This is an optimization exercise on Yosys and OpenROAD, whose aim is small area, not a production implementation. Function not checked in this run: the RTL went through the layout flow alone. Power is estimated from default activity; no workload was simulated.

==> design.v <==
module dp_engine (
    input  wire        clk,
    input  wire        rst,         
    input  wire        wr_en,
    input  wire [7:0]  wr_addr,
    input  wire [31:0] wr_data,
    input  wire [7:0]  rd_addr,
    output reg  [31:0] rd_data,
    output wire        busy,
    input  wire [7:0]  line_in,
    output reg  [7:0]  line_oe,
    output reg  [7:0]  line_out,
    output reg  [7:0]  line_pu,
    output reg  [7:0]  line_pd
);
    localparam NUM_LINES   = 8;
    localparam MAX_DEV     = 32;
    localparam IR_FLOOD    = 128;
    localparam IR_ZERO     = 128;
    localparam LRST_CYC    = 52;
    localparam SWD_IDLE    = 2;
    localparam [3:0] E_NONE    = 4'd0;
    localparam [3:0] E_ILLEGAL = 4'd1;
    localparam [3:0] E_UNBOUND = 4'd2;
    localparam [3:0] E_RANGE   = 4'd3;
    localparam [3:0] E_BIND    = 4'd4;
    localparam [3:0] E_SWD_ACK = 4'd5;
    localparam [7:0] OP_NOP     = 8'h00;
    localparam [7:0] OP_LREL    = 8'h01;
    localparam [7:0] OP_JBIND   = 8'h02;
    localparam [7:0] OP_SBIND   = 8'h03;
    localparam [7:0] OP_JCLK    = 8'h10;
    localparam [7:0] OP_JTDI    = 8'h11;
    localparam [7:0] OP_JTMS    = 8'h12;
    localparam [7:0] OP_JRDB    = 8'h13;
    localparam [7:0] OP_JIDLE   = 8'h14;
    localparam [7:0] OP_JSDR    = 8'h15;
    localparam [7:0] OP_JSIR    = 8'h16;
    localparam [7:0] OP_JSHIFT  = 8'h17;
    localparam [7:0] OP_JSEND   = 8'h18;
    localparam [7:0] OP_JTRST   = 8'h19;
    localparam [7:0] OP_JDETECT = 8'h20;
    localparam [7:0] OP_JIDS    = 8'h21;
    localparam [7:0] OP_JBYPASS = 8'h22;
    localparam [7:0] OP_JIDCHK  = 8'h23;
    localparam [7:0] OP_SLRST   = 8'h30;
    localparam [7:0] OP_SWAKE   = 8'h31;
    localparam [7:0] OP_SJ2S    = 8'h32;
    localparam [7:0] OP_SS2J    = 8'h33;
    localparam [7:0] OP_SIDCODE = 8'h34;
    localparam [7:0] OP_SPROBE  = 8'h35;
    localparam [127:0] C_ALERT = 128'h19BC0EA2_E3DDAFE9_86852D95_6209F392;
    localparam [7:0]   C_ACT   = 8'h1A;
    localparam [15:0]  C_J2S   = 16'hE79E;
    localparam [15:0]  C_S2J   = 16'hE73C;
    localparam [7:0]   C_HDR   = 8'hA5;
    localparam [2:0] SRC_ONES  = 3'd0;
    localparam [2:0] SRC_ZERO  = 3'd1;
    localparam [2:0] SRC_ALERT = 3'd2;
    localparam [2:0] SRC_ACT   = 3'd3;
    localparam [2:0] SRC_J2S   = 3'd4;
    localparam [2:0] SRC_S2J   = 3'd5;
    localparam [2:0] SRC_HDR   = 3'd6;
    localparam [1:0] SW_WRITE = 2'd0;
    localparam [1:0] SW_READ  = 2'd1;
    localparam [1:0] SW_TURN  = 2'd2;
    localparam [1:0] TMS_NONE = 2'd0;    
    localparam [1:0] TMS_SEQ  = 2'd1;    
    localparam [1:0] TMS_LAST = 2'd2;    
    localparam [2:0] CAP_NONE = 3'd0;
    localparam [2:0] CAP_ACC  = 3'd1;    
    localparam [2:0] CAP_RAW  = 3'd2;    
    localparam [2:0] CAP_IDS  = 3'd3;    
    localparam [2:0] CAP_DET  = 3'd4;    
    localparam [3:0] S_IDLE  = 4'd0;
    localparam [3:0] S_DEC   = 4'd1;
    localparam [3:0] S_SEQ   = 4'd2;
    localparam [3:0] S_LOOP  = 4'd3;
    localparam [3:0] J_TMS   = 4'd4;
    localparam [3:0] J_TDI   = 4'd5;
    localparam [3:0] J_RISE  = 4'd6;
    localparam [3:0] J_HW    = 4'd7;
    localparam [3:0] J_FALL  = 4'd8;
    localparam [3:0] J_LW    = 4'd9;
    localparam [3:0] W_DRV   = 4'd10;
    localparam [3:0] W_RISE  = 4'd11;
    localparam [3:0] W_HW    = 4'd12;
    localparam [3:0] W_FALL  = 4'd13;
    localparam [3:0] W_LW    = 4'd14;
    reg [31:0] cmd_r;
    reg [3:0]  err;
    reg        valid, echo, swd_ok, swd_par, sbit, jbound, sbound;
    reg [2:0]  swd_ack;
    reg [15:0] shadow;
    reg [31:0] pat, acc, swd_idcode;
    reg [5:0]  cnt;
    reg [7:0]  cand;
    reg [1:0]  pull;
    reg [4:0]  pm_tck, pm_tms, pm_tdi, pm_tdo;
    reg [4:0]  pm_trst, pm_swclk, pm_swdio;
    reg        trst_en;
    reg [31:0] idbuf [0:MAX_DEV-1];
    reg [3:0]  state;
    reg [4:0]  ph;           
    reg [2:0]  lidx;         
    reg [16:0] seg_len;      
    reg [16:0] bidx;         
    reg [1:0]  tms_mode;
    reg [6:0]  tms_seq;
    reg        tdi_pat;      
    reg [2:0]  cap;
    reg [1:0]  sw_kind;
    reg [2:0]  sw_src;
    reg [31:0] shreg;
    reg [5:0]  det_c;
    assign busy = (state != S_IDLE);
    wire [7:0]  opc  = cmd_r[7:0];
    wire        bop  = cmd_r[8];
    wire [15:0] nop_ = cmd_r[31:16];
    wire [2:0] r_tck   = pm_tck[2:0];
    wire [2:0] r_tms   = pm_tms[2:0];
    wire [2:0] r_tdi   = pm_tdi[2:0];
    wire [2:0] r_tdo   = pm_tdo[2:0];
    wire [2:0] r_trst  = pm_trst[2:0];
    wire [2:0] r_swclk = pm_swclk[2:0];
    wire [2:0] r_swdio = pm_swdio[2:0];
    wire [7:0] w_opc = cmd_r[7:0];
    reg        opc_known, uses_b, uses_n, need_j, need_s;
    always @(*) begin
        opc_known = 1'b0; uses_b = 1'b0; uses_n = 1'b0; need_j = 1'b0; need_s = 1'b0;
        case (w_opc)
            OP_NOP, OP_LREL, OP_JBIND, OP_SBIND, OP_JIDCHK: opc_known = 1'b1;
            OP_JCLK, OP_JRDB, OP_JIDLE, OP_JSDR, OP_JSIR, OP_JDETECT: begin
                opc_known = 1'b1; need_j = 1'b1;
            end
            OP_JTDI, OP_JTMS, OP_JTRST: begin
                opc_known = 1'b1; need_j = 1'b1; uses_b = 1'b1;
            end
            OP_JSHIFT, OP_JSEND, OP_JIDS, OP_JBYPASS: begin
                opc_known = 1'b1; need_j = 1'b1; uses_n = 1'b1;
            end
            OP_SLRST, OP_SWAKE, OP_SJ2S, OP_SS2J, OP_SIDCODE, OP_SPROBE: begin
                opc_known = 1'b1; need_s = 1'b1;
            end
            default: ;
        endcase
    end
    wire illegal = !opc_known || (cmd_r[15:9] != 7'd0) ||
                   (!uses_b && cmd_r[8]) || (!uses_n && cmd_r[31:16] != 16'd0);
    wire unbound = (need_j && !jbound) || (need_s && !sbound) ||
                   (w_opc == OP_JTRST && !trst_en);
    wire range_bad = (w_opc == OP_JSEND && nop_ == 16'd0) ||
                     ((w_opc == OP_JIDS || w_opc == OP_JBYPASS) && nop_ > MAX_DEV);
    wire jroles_distinct = (pm_tck != pm_tms) && (pm_tck != pm_tdi) && (pm_tck != pm_tdo) &&
                           (pm_tms != pm_tdi) && (pm_tms != pm_tdo) && (pm_tdi != pm_tdo) &&
                           (!trst_en || ((pm_trst != pm_tck) && (pm_trst != pm_tms) &&
                                         (pm_trst != pm_tdi) && (pm_trst != pm_tdo)));
    wire jroles_cand = (pm_tck < NUM_LINES) && cand[r_tck] &&
                       (pm_tms < NUM_LINES) && cand[r_tms] &&
                       (pm_tdi < NUM_LINES) && cand[r_tdi] &&
                       (pm_tdo < NUM_LINES) && cand[r_tdo] &&
                       (!trst_en || ((pm_trst < NUM_LINES) && cand[r_trst]));
    wire sroles_ok = (pm_swclk != pm_swdio) &&
                     (pm_swclk < NUM_LINES) && cand[r_swclk] &&
                     (pm_swdio < NUM_LINES) && cand[r_swdio];
    wire [15:0] s = shadow;
    wire [15:0] nxt0 = { 1'b0, 1'b0, (s[12] | s[13]), 1'b0, (s[10] | s[11] | s[14]), s[9],
                         1'b0, 1'b0, 1'b0, (s[5] | s[6]), 1'b0, (s[3] | s[4] | s[7]),
                         s[2], 1'b0, (s[0] | s[1] | s[8] | s[15]), 1'b0 };
    wire [15:0] nxt1 = { (s[12] | s[14]), s[13], 1'b0, (s[10] | s[11]), 1'b0, 1'b0,
                         s[2], (s[5] | s[7]), s[6], 1'b0, (s[3] | s[4]), 1'b0,
                         1'b0, (s[1] | s[8] | s[15]), 1'b0, (s[0] | s[9]) };
    wire        tms_now   = line_out[r_tms];
    wire        trst_low  = trst_en && !line_out[r_trst];
    wire [15:0] shadow_nx = trst_low ? 16'h0001 : (tms_now ? nxt1 : nxt0);
    wire       pat_bit = (bidx < 17'd32) ? pat[bidx[4:0]] : 1'b0;
    reg        sw_bit;
    always @(*) begin
        case (sw_src)
            SRC_ONES:  sw_bit = 1'b1;
            SRC_ZERO:  sw_bit = 1'b0;
            SRC_ALERT: sw_bit = C_ALERT[bidx[6:0]];
            SRC_ACT:   sw_bit = C_ACT[bidx[2:0]];
            SRC_J2S:   sw_bit = C_J2S[bidx[3:0]];
            SRC_S2J:   sw_bit = C_S2J[bidx[3:0]];
            SRC_HDR:   sw_bit = C_HDR[bidx[2:0]];
            default:   sw_bit = 1'b0;
        endcase
    end
    wire tdo_in   = line_in[r_tdo];
    wire swdio_in = line_in[r_swdio];
    wire seg_last = (bidx + 17'd1 == seg_len);
    wire [31:0] raw_rev;
    genvar gi;
    generate
        for (gi = 0; gi < 32; gi = gi + 1) begin : g_rev
            assign raw_rev[gi] = shreg[31-gi];
        end
    endgenerate
    wire [31:0] status_w = { shadow, 2'b00, sbound, jbound, sbit, swd_ack,
                             swd_par, swd_ok, echo, valid, err };
    always @(*) begin
        rd_data = 32'd0;
        if (rd_addr[7]) begin
            if (rd_addr[6:5] == 2'b00) rd_data = idbuf[rd_addr[4:0]];
        end else begin
            case (rd_addr)
                8'h00: rd_data = cmd_r;
                8'h01: rd_data = status_w;
                8'h02: rd_data = pat;
                8'h03: rd_data = acc;
                8'h04: rd_data = {26'd0, cnt};
                8'h05: rd_data = {24'd0, cand};
                8'h06: rd_data = {30'd0, pull};
                8'h07: rd_data = {3'd0, pm_tdo, 3'd0, pm_tdi, 3'd0, pm_tms, 3'd0, pm_tck};
                8'h08: rd_data = {11'd0, pm_swdio, 3'd0, pm_swclk, trst_en, 2'd0, pm_trst};
                8'h09: rd_data = swd_idcode;
                default: rd_data = 32'd0;
            endcase
        end
    end
    integer k;
    always @(posedge clk) begin
        if (rst) begin
            state <= S_IDLE;
            ph <= 5'd0; lidx <= 3'd0;
            seg_len <= 17'd0; bidx <= 17'd0;
            tms_mode <= TMS_NONE; tms_seq <= 7'd0; tdi_pat <= 1'b0; cap <= CAP_NONE;
            sw_kind <= SW_WRITE; sw_src <= SRC_ONES;
            shreg <= 32'd0; det_c <= 6'd0;
            cmd_r <= 32'd0; err <= E_NONE;
            valid <= 1'b0; echo <= 1'b0; swd_ok <= 1'b0; swd_par <= 1'b0;
            swd_ack <= 3'd0; sbit <= 1'b0; jbound <= 1'b0; sbound <= 1'b0;
            shadow <= 16'hFFFF;
            pat <= 32'd0; acc <= 32'd0; cnt <= 6'd0; swd_idcode <= 32'd0;
            cand <= 8'd0; pull <= 2'd0;
            pm_tck <= 5'd0; pm_tms <= 5'd0; pm_tdi <= 5'd0; pm_tdo <= 5'd0;
            pm_trst <= 5'd0; trst_en <= 1'b0; pm_swclk <= 5'd0; pm_swdio <= 5'd0;
            for (k = 0; k < MAX_DEV; k = k + 1) idbuf[k] <= 32'd0;
            line_oe <= 8'd0; line_out <= 8'd0; line_pu <= 8'd0; line_pd <= 8'd0;
        end else begin
            case (state)
            S_IDLE: begin
                if (wr_en) begin
                    case (wr_addr)
                        8'h00: begin cmd_r <= wr_data; ph <= 5'd0; state <= S_DEC; end
                        8'h02: pat <= wr_data;
                        8'h05: begin cand <= wr_data[7:0]; jbound <= 1'b0; sbound <= 1'b0; end
                        8'h06: pull <= (wr_data[1:0] == 2'd3) ? 2'd0 : wr_data[1:0];
                        8'h07: begin
                            pm_tck <= wr_data[4:0];   pm_tms <= wr_data[12:8];
                            pm_tdi <= wr_data[20:16]; pm_tdo <= wr_data[28:24];
                            jbound <= 1'b0;
                        end
                        8'h08: begin
                            pm_trst <= wr_data[4:0];   trst_en <= wr_data[7];
                            pm_swclk <= wr_data[12:8]; pm_swdio <= wr_data[20:16];
                            jbound <= 1'b0; sbound <= 1'b0;
                        end
                        default: ;
                    endcase
                end
            end
            S_DEC: begin
                if (illegal) begin
                    err <= E_ILLEGAL; state <= S_IDLE;
                end else if (unbound) begin
                    err <= E_UNBOUND; state <= S_IDLE;
                end else if (range_bad) begin
                    err <= E_RANGE; state <= S_IDLE;
                end else if (w_opc == OP_JBIND && !(jroles_distinct && jroles_cand)) begin
                    err <= E_BIND; state <= S_IDLE;
                end else if (w_opc == OP_SBIND && !sroles_ok) begin
                    err <= E_BIND; state <= S_IDLE;
                end else begin
                    state <= S_SEQ;
                end
            end
            S_LOOP: begin
                if (cand[lidx]) begin
                    line_oe[lidx] <= 1'b0;
                    line_pu[lidx] <= (pull == 2'd1);
                    line_pd[lidx] <= (pull == 2'd2);
                end
                lidx <= lidx + 3'd1;
                if (lidx == 3'd7) state <= S_SEQ;
            end
            J_TMS: begin
                if (tms_mode == TMS_SEQ) line_out[r_tms] <= tms_seq[0];
                else                     line_out[r_tms] <= 1'b1;
                tms_seq <= {1'b0, tms_seq[6:1]};
                state <= tdi_pat ? J_TDI : J_RISE;
            end
            J_TDI: begin
                line_out[r_tdi] <= pat_bit;
                state <= J_RISE;
            end
            J_RISE: begin
                line_out[r_tck] <= 1'b1;
                state <= J_HW;
            end
            J_HW: state <= J_FALL;
            J_FALL: begin
                sbit <= tdo_in;
                line_out[r_tck] <= 1'b0;
                shadow <= shadow_nx;
                case (cap)
                    CAP_ACC: acc <= {acc[30:0], tdo_in};
                    CAP_RAW: shreg <= {shreg[30:0], tdo_in};
                    CAP_IDS: begin
                        shreg <= {tdo_in, shreg[31:1]};
                        if (bidx[4:0] == 5'd31) idbuf[bidx[9:5]] <= {tdo_in, shreg[31:1]};
                    end
                    CAP_DET: if (!tdo_in) det_c <= det_c + 6'd1;
                    default: ;
                endcase
                state <= J_LW;
            end
            J_LW: begin
                if (seg_last || (cap == CAP_DET && sbit)) begin
                    state <= S_SEQ;
                end else begin
                    bidx <= bidx + 17'd1;
                    if (tms_mode == TMS_SEQ || (tms_mode == TMS_LAST && bidx + 17'd2 == seg_len))
                        state <= J_TMS;
                    else if (tdi_pat)
                        state <= J_TDI;
                    else
                        state <= J_RISE;
                end
            end
            W_DRV: begin
                line_out[r_swdio] <= sw_bit;
                state <= W_RISE;
            end
            W_RISE: begin
                if (sw_kind == SW_READ) begin
                    sbit <= swdio_in;
                    if (bidx < 17'd32) shreg <= {swdio_in, shreg[31:1]};
                    else               swd_par <= swdio_in;
                end
                line_out[r_swclk] <= 1'b1;
                state <= W_HW;
            end
            W_HW: state <= W_FALL;
            W_FALL: begin
                line_out[r_swclk] <= 1'b0;
                state <= W_LW;
            end
            W_LW: begin
                if (seg_last) begin
                    state <= S_SEQ;
                end else begin
                    bidx <= bidx + 17'd1;
                    state <= (sw_kind == SW_WRITE) ? W_DRV : W_RISE;
                end
            end
            S_SEQ: begin
                ph <= ph + 5'd1;
                bidx <= 17'd0;
                case (opc)
                OP_NOP: begin err <= E_NONE; state <= S_IDLE; end
                OP_LREL: case (ph)
                    5'd0: begin lidx <= 3'd0; state <= S_LOOP; end
                    default: begin
                        jbound <= 1'b0; sbound <= 1'b0;
                        err <= E_NONE; state <= S_IDLE;
                    end
                endcase
                OP_JBIND: case (ph)
                    5'd0: begin lidx <= 3'd0; state <= S_LOOP; end
                    5'd1: begin line_oe[r_tck] <= 1'b1; line_out[r_tck] <= 1'b0;
                                line_pu[r_tck] <= (pull == 2'd1); line_pd[r_tck] <= (pull == 2'd2); end
                    5'd2: begin line_oe[r_tms] <= 1'b1; line_out[r_tms] <= 1'b1;
                                line_pu[r_tms] <= (pull == 2'd1); line_pd[r_tms] <= (pull == 2'd2); end
                    5'd3: begin line_oe[r_tdi] <= 1'b1; line_out[r_tdi] <= 1'b0;
                                line_pu[r_tdi] <= (pull == 2'd1); line_pd[r_tdi] <= (pull == 2'd2); end
                    5'd4: if (trst_en) begin
                                line_oe[r_trst] <= 1'b1; line_out[r_trst] <= 1'b1;
                                line_pu[r_trst] <= (pull == 2'd1); line_pd[r_trst] <= (pull == 2'd2); end
                    default: begin
                        jbound <= 1'b1; sbound <= 1'b0; shadow <= 16'hFFFF;
                        err <= E_NONE; state <= S_IDLE;
                    end
                endcase
                OP_SBIND: case (ph)
                    5'd0: begin lidx <= 3'd0; state <= S_LOOP; end
                    5'd1: begin line_oe[r_swclk] <= 1'b1; line_out[r_swclk] <= 1'b0;
                                line_pu[r_swclk] <= (pull == 2'd1); line_pd[r_swclk] <= (pull == 2'd2); end
                    5'd2: begin line_oe[r_swdio] <= 1'b1; line_out[r_swdio] <= 1'b1;
                                line_pu[r_swdio] <= (pull == 2'd1); line_pd[r_swdio] <= (pull == 2'd2); end
                    default: begin
                        sbound <= 1'b1; jbound <= 1'b0; shadow <= 16'hFFFF;
                        err <= E_NONE; state <= S_IDLE;
                    end
                endcase
                OP_JCLK: case (ph)
                    5'd0: begin seg_len <= 17'd1; tms_mode <= TMS_NONE; tdi_pat <= 1'b0;
                                cap <= CAP_NONE; state <= J_RISE; end
                    default: begin err <= E_NONE; state <= S_IDLE; end
                endcase
                OP_JTDI: begin line_out[r_tdi] <= bop; err <= E_NONE; state <= S_IDLE; end
                OP_JTMS: begin line_out[r_tms] <= bop; err <= E_NONE; state <= S_IDLE; end
                OP_JRDB: begin sbit <= tdo_in; err <= E_NONE; state <= S_IDLE; end
                OP_JTRST: begin
                    line_out[r_trst] <= bop;
                    if (!bop) shadow <= 16'h0001;
                    err <= E_NONE; state <= S_IDLE;
                end
                OP_JIDLE: case (ph)
                    5'd0: begin seg_len <= 17'd7; tms_mode <= TMS_SEQ; tms_seq <= 7'b0011111;
                                tdi_pat <= 1'b0; cap <= CAP_NONE; state <= J_TMS; end
                    default: begin err <= E_NONE; state <= S_IDLE; end
                endcase
                OP_JSDR: case (ph)
                    5'd0: begin seg_len <= 17'd3; tms_mode <= TMS_SEQ; tms_seq <= 7'b0000001;
                                tdi_pat <= 1'b0; cap <= CAP_NONE; state <= J_TMS; end
                    default: begin err <= E_NONE; state <= S_IDLE; end
                endcase
                OP_JSIR: case (ph)
                    5'd0: begin seg_len <= 17'd4; tms_mode <= TMS_SEQ; tms_seq <= 7'b0000011;
                                tdi_pat <= 1'b0; cap <= CAP_NONE; state <= J_TMS; end
                    default: begin err <= E_NONE; state <= S_IDLE; end
                endcase
                OP_JSHIFT: case (ph)
                    5'd0: begin
                        acc <= 32'd0;
                        if (nop_ == 16'd0) begin
                            err <= E_NONE; state <= S_IDLE;
                        end else begin
                            seg_len <= {1'b0, nop_}; tms_mode <= TMS_LAST; tdi_pat <= 1'b1;
                            cap <= CAP_ACC;
                            state <= (nop_ == 16'd1) ? J_TMS : J_TDI;
                        end
                    end
                    default: begin err <= E_NONE; state <= S_IDLE; end
                endcase
                OP_JSEND: case (ph)
                    5'd0: begin seg_len <= 17'd3; tms_mode <= TMS_SEQ; tms_seq <= 7'b0000001;
                                tdi_pat <= 1'b0; cap <= CAP_NONE; state <= J_TMS; end
                    5'd1: begin
                        acc <= 32'd0;
                        seg_len <= {1'b0, nop_}; tms_mode <= TMS_LAST; tdi_pat <= 1'b1;
                        cap <= CAP_ACC;
                        state <= (nop_ == 16'd1) ? J_TMS : J_TDI;
                    end
                    5'd2: begin seg_len <= 17'd2; tms_mode <= TMS_SEQ; tms_seq <= 7'b0000001;
                                tdi_pat <= 1'b0; cap <= CAP_NONE; state <= J_TMS; end
                    default: begin err <= E_NONE; state <= S_IDLE; end
                endcase
                OP_JDETECT: case (ph)
                    5'd0: begin seg_len <= 17'd7; tms_mode <= TMS_SEQ; tms_seq <= 7'b0011111;
                                tdi_pat <= 1'b0; cap <= CAP_NONE; state <= J_TMS; end
                    5'd1: begin seg_len <= 17'd4; tms_mode <= TMS_SEQ; tms_seq <= 7'b0000011;
                                tdi_pat <= 1'b0; cap <= CAP_NONE; state <= J_TMS; end
                    5'd2: line_out[r_tdi] <= 1'b1;
                    5'd3: begin seg_len <= IR_FLOOD; tms_mode <= TMS_NONE; tdi_pat <= 1'b0;
                                cap <= CAP_NONE; state <= J_RISE; end
                    5'd4: line_out[r_tdi] <= 1'b0;
                    5'd5: begin seg_len <= IR_ZERO; tms_mode <= TMS_NONE; tdi_pat <= 1'b0;
                                cap <= CAP_NONE; state <= J_RISE; end
                    5'd6: begin line_out[r_tdi] <= 1'b1; det_c <= 6'd0; end
                    5'd7: begin seg_len <= MAX_DEV + 1; tms_mode <= TMS_NONE; tdi_pat <= 1'b0;
                                cap <= CAP_DET; state <= J_RISE; end
                    5'd8: begin seg_len <= 17'd7; tms_mode <= TMS_SEQ; tms_seq <= 7'b0011111;
                                tdi_pat <= 1'b0; cap <= CAP_NONE; state <= J_TMS; end
                    default: begin
                        cnt <= (det_c > MAX_DEV) ? 6'd0 : det_c;
                        err <= E_NONE; state <= S_IDLE;
                    end
                endcase
                OP_JIDS: case (ph)
                    5'd0: begin
                        for (k = 0; k < MAX_DEV; k = k + 1) idbuf[k] <= 32'd0;
                        seg_len <= 17'd7; tms_mode <= TMS_SEQ; tms_seq <= 7'b0011111;
                        tdi_pat <= 1'b0; cap <= CAP_NONE; state <= J_TMS;
                    end
                    5'd1: begin seg_len <= 17'd3; tms_mode <= TMS_SEQ; tms_seq <= 7'b0000001;
                                tdi_pat <= 1'b0; cap <= CAP_NONE; state <= J_TMS; end
                    5'd2: line_out[r_tdi] <= 1'b1;
                    5'd3: if (nop_ != 16'd0) begin
                        seg_len <= {nop_[11:0], 5'd0}; tms_mode <= TMS_NONE; tdi_pat <= 1'b0;
                        cap <= CAP_IDS; state <= J_RISE;
                    end
                    5'd4: begin seg_len <= 17'd7; tms_mode <= TMS_SEQ; tms_seq <= 7'b0011111;
                                tdi_pat <= 1'b0; cap <= CAP_NONE; state <= J_TMS; end
                    default: begin err <= E_NONE; state <= S_IDLE; end
                endcase
                OP_JBYPASS: case (ph)
                    5'd0: begin seg_len <= 17'd7; tms_mode <= TMS_SEQ; tms_seq <= 7'b0011111;
                                tdi_pat <= 1'b0; cap <= CAP_NONE; state <= J_TMS; end
                    5'd1: begin seg_len <= 17'd4; tms_mode <= TMS_SEQ; tms_seq <= 7'b0000011;
                                tdi_pat <= 1'b0; cap <= CAP_NONE; state <= J_TMS; end
                    5'd2: line_out[r_tdi] <= 1'b1;
                    5'd3: begin seg_len <= IR_FLOOD; tms_mode <= TMS_LAST; tdi_pat <= 1'b0;
                                cap <= CAP_NONE; state <= J_RISE; end
                    5'd4: begin seg_len <= 17'd2; tms_mode <= TMS_SEQ; tms_seq <= 7'b0000001;
                                tdi_pat <= 1'b0; cap <= CAP_NONE; state <= J_TMS; end
                    5'd5: begin seg_len <= 17'd3; tms_mode <= TMS_SEQ; tms_seq <= 7'b0000001;
                                tdi_pat <= 1'b0; cap <= CAP_NONE; state <= J_TMS; end
                    5'd6: begin
                        shreg <= 32'd0;
                        seg_len <= 17'd32 + {1'b0, nop_}; tms_mode <= TMS_LAST; tdi_pat <= 1'b1;
                        cap <= CAP_RAW; state <= J_TDI;
                    end
                    5'd7: begin seg_len <= 17'd7; tms_mode <= TMS_SEQ; tms_seq <= 7'b0011111;
                                tdi_pat <= 1'b0; cap <= CAP_NONE; state <= J_TMS; end
                    default: begin
                        acc <= raw_rev;
                        echo <= (raw_rev == pat);
                        err <= E_NONE; state <= S_IDLE;
                    end
                endcase
                OP_JIDCHK: begin
                    valid <= (pat[7:1] != 7'd0) && (pat[7:1] != 7'd1) && (pat[11:8] <= 4'd8);
                    err <= E_NONE; state <= S_IDLE;
                end
                OP_SLRST: case (ph)
                    5'd0: begin seg_len <= LRST_CYC; sw_kind <= SW_WRITE; sw_src <= SRC_ONES; state <= W_DRV; end
                    default: begin err <= E_NONE; state <= S_IDLE; end
                endcase
                OP_SWAKE: case (ph)
                    5'd0: begin seg_len <= 17'd128; sw_kind <= SW_WRITE; sw_src <= SRC_ALERT; state <= W_DRV; end
                    5'd1: begin seg_len <= 17'd4;   sw_kind <= SW_WRITE; sw_src <= SRC_ZERO;  state <= W_DRV; end
                    5'd2: begin seg_len <= 17'd8;   sw_kind <= SW_WRITE; sw_src <= SRC_ACT;   state <= W_DRV; end
                    default: begin err <= E_NONE; state <= S_IDLE; end
                endcase
                OP_SJ2S, OP_SS2J: case (ph)
                    5'd0: begin seg_len <= LRST_CYC; sw_kind <= SW_WRITE; sw_src <= SRC_ONES; state <= W_DRV; end
                    5'd1: begin seg_len <= 17'd16; sw_kind <= SW_WRITE;
                                sw_src <= (opc == OP_SJ2S) ? SRC_J2S : SRC_S2J; state <= W_DRV; end
                    default: begin err <= E_NONE; state <= S_IDLE; end
                endcase
                OP_SIDCODE, OP_SPROBE: begin
                    case ((opc == OP_SIDCODE && ph == 5'd0) ? 5'd8 : ph)
                    5'd0: begin seg_len <= LRST_CYC; sw_kind <= SW_WRITE; sw_src <= SRC_ONES;  state <= W_DRV; end
                    5'd1: begin seg_len <= 17'd128;  sw_kind <= SW_WRITE; sw_src <= SRC_ALERT; state <= W_DRV; end
                    5'd2: begin seg_len <= 17'd4;    sw_kind <= SW_WRITE; sw_src <= SRC_ZERO;  state <= W_DRV; end
                    5'd3: begin seg_len <= 17'd8;    sw_kind <= SW_WRITE; sw_src <= SRC_ACT;   state <= W_DRV; end
                    5'd4: begin seg_len <= LRST_CYC; sw_kind <= SW_WRITE; sw_src <= SRC_ONES;  state <= W_DRV; end
                    5'd5: begin seg_len <= 17'd16;   sw_kind <= SW_WRITE; sw_src <= SRC_J2S;   state <= W_DRV; end
                    5'd6: begin seg_len <= LRST_CYC; sw_kind <= SW_WRITE; sw_src <= SRC_ONES;  state <= W_DRV; end
                    5'd7: begin seg_len <= SWD_IDLE; sw_kind <= SW_WRITE; sw_src <= SRC_ZERO;  state <= W_DRV; end
                    5'd8: begin
                        ph <= 5'd9;
                        swd_ok <= 1'b0;
                        seg_len <= 17'd8; sw_kind <= SW_WRITE; sw_src <= SRC_HDR; state <= W_DRV;
                    end
                    5'd9: begin
                        line_oe[r_swdio] <= 1'b0;
                        line_pu[r_swdio] <= (pull == 2'd1); line_pd[r_swdio] <= (pull == 2'd2);
                    end
                    5'd10: begin seg_len <= 17'd1; sw_kind <= SW_TURN; state <= W_RISE; end
                    5'd11: begin seg_len <= 17'd3; sw_kind <= SW_READ; state <= W_RISE; end
                    5'd12: begin
                        swd_ack <= shreg[31:29];
                        if (shreg[31:29] != 3'b001) begin
                            seg_len <= 17'd1; sw_kind <= SW_TURN; state <= W_RISE;
                        end else begin
                            ph <= 5'd14;
                            seg_len <= 17'd33; sw_kind <= SW_READ; state <= W_RISE;
                        end
                    end
                    5'd13: begin
                        line_oe[r_swdio] <= 1'b1; line_out[r_swdio] <= 1'b0;
                        line_pu[r_swdio] <= (pull == 2'd1); line_pd[r_swdio] <= (pull == 2'd2);
                        swd_idcode <= 32'd0; swd_par <= 1'b0;
                        err <= E_SWD_ACK; state <= S_IDLE;
                    end
                    5'd14: begin
                        swd_idcode <= shreg;
                        seg_len <= 17'd1; sw_kind <= SW_TURN; state <= W_RISE;
                    end
                    default: begin
                        line_oe[r_swdio] <= 1'b1; line_out[r_swdio] <= 1'b0;
                        line_pu[r_swdio] <= (pull == 2'd1); line_pd[r_swdio] <= (pull == 2'd2);
                        swd_ok <= 1'b1;
                        err <= E_NONE; state <= S_IDLE;
                    end
                    endcase
                end
                default: begin err <= E_ILLEGAL; state <= S_IDLE; end
                endcase
            end
            default: state <= S_IDLE;
            endcase
        end
    end
endmodule
==> config.mk <==
export PLATFORM = sky130hd
export DESIGN_NAME = dp_engine
export DESIGN_NICKNAME = dp_engine
export VERILOG_FILES = /design/flow/design.v
export SDC_FILE = /design/flow/constraint.sdc
export NUM_CORES = 4
export LEC_CHECK = 0
export CAP_MARGIN = 20
export CORE_MARGIN = 2
export CORE_UTILIZATION = 40
export SLEW_MARGIN = 20
==> constraint.sdc <==
create_clock -name core_clock -period 10.0 [get_ports {clk}]
set_input_delay 2.0000 -clock core_clock [delete_from_list [all_inputs] [get_ports {clk}]]
set_output_delay 2.0000 -clock core_clock [all_outputs]
set_load 0.01 [all_outputs]
==> run.sh <==
#!/bin/bash
# synth_recipe.tcl (not shown) runs the flow's synth.tcl, then flattens the netlist and writes it again
# the make line also repeats each setting of config.mk as NAME=value (left out here)
make -C /OpenROAD-flow-scripts/flow DESIGN_CONFIG=/design/flow/config.mk WORK_HOME=/design/flow/orfs CLKGATE_MAP_FILE= SYNTH_SCRIPT=/design/flow/synth_recipe.tcl finish
==> summary.txt <==
==> registers in the layout, summed over array words and instances (netlist names), 16 cells and up, named ones only <==
signal,cells
acc,32
bidx,17
cmd_r,32
idbuf,1024
pat,32
seg_len,17
shadow,16
shreg,32
swd_idcode,32
==> critical path, stage by stage <==
cell	delay, ps
clkdlybuf4s50_1	420
nor4_1	670
nor2b_1	490
nor2b_1	780
and2_0	230
buf_4	270
a22oi_1	100
nand2_1	90
a221oi_1	50
o21ai_0	360
clkdlybuf4s50_1	680
==> synthesized netlist by cell type (all sizes together), types with 84 or more instances <==
library cell  count  area (µm²)
nand3           133       670.6
and3            520        3253
buf             150       714.4
nand2           483        1816
a22oi           159        1199
mux4            354        7973
nor2            398        1501
edfxtp         1024       30750
clkbuf          540        2031
a21oi           288        1449
dfxtp           346        6927
xnor2            84       735.7
mux2i            99       991.0
o21ai           206        1031
and2            523        3272
==> worst paths after layout <==
| kind | cells past startpoint | slack, ps | to | startpoint |
|---|---|---|---|---|
| max | 11 | 1860 | rd_data[26] | rd_addr[5] |
| min | 2 | 460 | tms_seq[1]$_SDFFE_PP0P_ | tms_seq[1]$_SDFFE_PP0P_ |
| max reg2reg | 9 | 4830 | idbuf[11][19]$_SDFFCE_PN0P_ | bidx[2]$_SDFFE_PP0P_ |
| min reg2reg | 2 | 460 | tms_seq[1]$_SDFFE_PP0P_ | tms_seq[1]$_SDFFE_PP0P_ |
==> power groups by stage <==
stage / Clock (W) / Sequential, W / Combinational, W
after floorplan: 0 / 0.00646 / 0.000425
after detailed placement: 0 / 0.00649 / 0.000751
after CTS: 0.00545 / 0.00637 / 0.000752
after global placement: 0 / 0.00648 / 0.000745
final: 0.00540 / 0.00637 / 0.000756
after global routing: 0.00567 / 0.00638 / 0.000775
==> per-stage QoR <==
| step | util | instances |
|---|---|---|
| final | 0.4476 | 8663 |
| after global routing | 0.4476 | 8659 |
| after CTS | 0.4473 | 8657 |
| after detailed placement | 0.4215 | 8391 |
| after global placement | 0.4214 | 8390 |
| after floorplan | - | 6395 |
==> logic make-up (layout without fill, tap and decap cells) <==
group	Yosys count	after routing	share of synthesized area
AO/OA/AOI/OAI	1204	1204	0.1120
XOR/XNOR	134	134	0.01614
adder cells (fa/ha/maj)	49	49	0.008433
buffers and inverters	745	638	0.04060
flip-flops	1370	1370	0.5182
multiplexers	462	462	0.1247
other	0	5	0
AND/OR/NAND/NOR	2431	2431	0.1799
==> layout make-up <==
| class | instances | share of cell area |
|---|---|---|
| Timing Repair Buffer | 317 | 0.03466 |
| Multi-Input combinational cell | 4280 | 0.4027 |
| Tap cell | 2370 | 0.03665 |
| Clock buffer | 198 | 0.04969 |
| Sequential cell | 1370 | 0.4657 |
| Antenna cell | 5 | 0.0001546 |
| Inverter | 55 | 0.002552 |
| Clock inverter | 68 | 0.007964 |
==> per-layer routing <==
| layer | GRT usage | part of all wire | vias up |
|---|---|---|---|
| li1 | - | - | 23690 |
| met1 | 0.3871 | 0.38 | 28250 |
| met2 | 0.4578 | 0.46 | 3463 |
| met3 | 0.05231 | 0.095 | 752 |
| met4 | 0.1677 | 0.066 | 2 |
| met5 | 0 | 0.000047 | - |
==> impl_metrics.py <==
metrics = {
    "global_route": {
        "grt_pass1_vias": 53660,
        "grt_pass1_wl_um": 396600,
        "grt_antenna_before_repair": 6,
        "grt.total_usage": 0.2938,
        "grt_max_degree": 156,
        "grt_overflow": 0,
    },
    "logic_synthesis": {
        "synthCells": 6395,
        "yosysWarnings": 1,
        "synth_edf_count": 1024,
        "synth.avg_cell_area_um2": 11.37,
        "yosys_most_used_dff": "edfxtp_1",
        "synth_area_um2": 72700,
        "synth_cell_types": 105,
        "ys_seq_area_frac": 0.5182,
        "synth_nets": 6503,
        "ys_ff_latch": 1370,
        "synthArstFlopShare": 0,
    },
    "route": {
        "wire_per_inst_um": 32.04,
        "antenna_left": 0,
        "drt_pass1_iterations": 13,
        "first_iter_violations": 8237,
        "via_per_inst": 6.483,
        "drt-total-wl_um": 277600,
        "vias": 56160,
        "drc": 0,
    },
    "sta": {
        "final.setup.tns_ps": 0,
        "fin_crit_sh": 0.8142,
        "hold_viol_final": 0,
        "worst_pin_slew_ps": 1234,
        "setup_violations": 0,
        "period_minus_slack_ps": 8142,
        "setup_ws_ps": 1858,
        "whs_ps": 455.7,
        "fmax_mhz": 122.8,
        "drv_slew": 0,
        "rsz0062_at_grt": "no",
        "relSlewSlack": 0.1695,
        "skew_ps": 38.76,
    },
    "layout": {
        "final_cell_mix": "1,024 x edfxtp_1, 520 x and2_1, 519 x and3_1",
        "fillers": 16530,
        "multi_input_area_um2": 32580,
        "layout_commonest_cell": "edfxtp_1",
        "stdcell_area_um2": 80910,
        "area_growth_pct": 11.28,
        "regArea_um2": 37680,
        "fin_nets": 6283,
        "drive_gt1_frac": 0.1419,
    },
    "power_and_ir_drop": {
        "p_sw_w": 0.002974,
        "ir_worst_vdd_mv": 0.1481,
        "p_int_w": 0.009548,
        "p_per_area_nw_per_um2": 154.8,
        "total_power_w": 0.01252,
        "netSwitchingFraction": 0.2375,
        "combPwrFrac": 0.060,
        "power_leakage_nw": 28.16,
        "clkPwrFrac": 0.431,
        "power.share.sequential": 0.508,
    },
    "cts": {
        "tritoncts": "yes",
        "ctsHtreeMaxLevel": 4,
        "cts_resized": 0,
        "hold_buffers": 0,
        "numCtsBuffers": 151,
        "post_cts_buffers": 0,
        "root_buffer": "clkbuf_16",
        "clk_latency_ps": 820,
        "cts_sinks": 1370,
        "cts.clk_slew.worst_paths_ps": 50,
        "cts_max_path_buffers": 3,
    },
    "die": {
        "core-area_um2": 180700,
        "start_util": 0.4022,
        "die_h_um": 430.3,
        "ioPinCount": 124,
        "dieArea_um2": 185200,
        "die_width_um": 430.3,
        "rows": 156,
    },
    "status": {
        "status": "timing/DRC/antenna clean",
    },
    "placed_design": {
        "place_area_um2": 76190,
        "port_buffers": 123,
        "post-place-ws_ps": 1891,
        "gp_congestion": 0.9859,
        "place_hpwl_um": 173700,
    },
    "setup_path": {
        "crit_type": "primary input to primary output",
        "crit_arrival_ps": 6140,
        "critPathRequiredTime_ps": 8000,
        "crit_path_max_fanout": 22,
        "end_kind": "primary output",
        "cp-start-kind": "primary input",
    },
    "hold_path": {
        "hp-class": "register to register",
    },
    "flow_run": {
        "drv_cap": 0,
    },
}

==> re-timing with driven ports <==
No port has a modelled driver above. Below, the same layout with a new extraction and two added sets of constraints. Step 1 sets driving cells, clkbuf_16 on the clock port and buf_2 on the other inputs (assumed; they add their load-dependent delay and slew). Step 2 adds t to the input delays and takes it off the output delays; t is the mean of the earliest and latest rising clock arrival at the registers after step 1. Input paths then give back, and output paths get back, about the clock's delay inside the block. Slacks: no drivers / after step 1 / after step 2; pairs: no drivers / after step 1.
shift t [ns]: 0.882
setup WS [ns]: 1.858 / 1.829 / 1.829
worst register clock-pin slew, ns: 0.07 / 0.07
pins driven straight from the clock port: 1
After both steps setup and hold are still met in this run. The setup slack of this run moves by -0.029 ns with the drivers and by -0.029 ns with both steps.
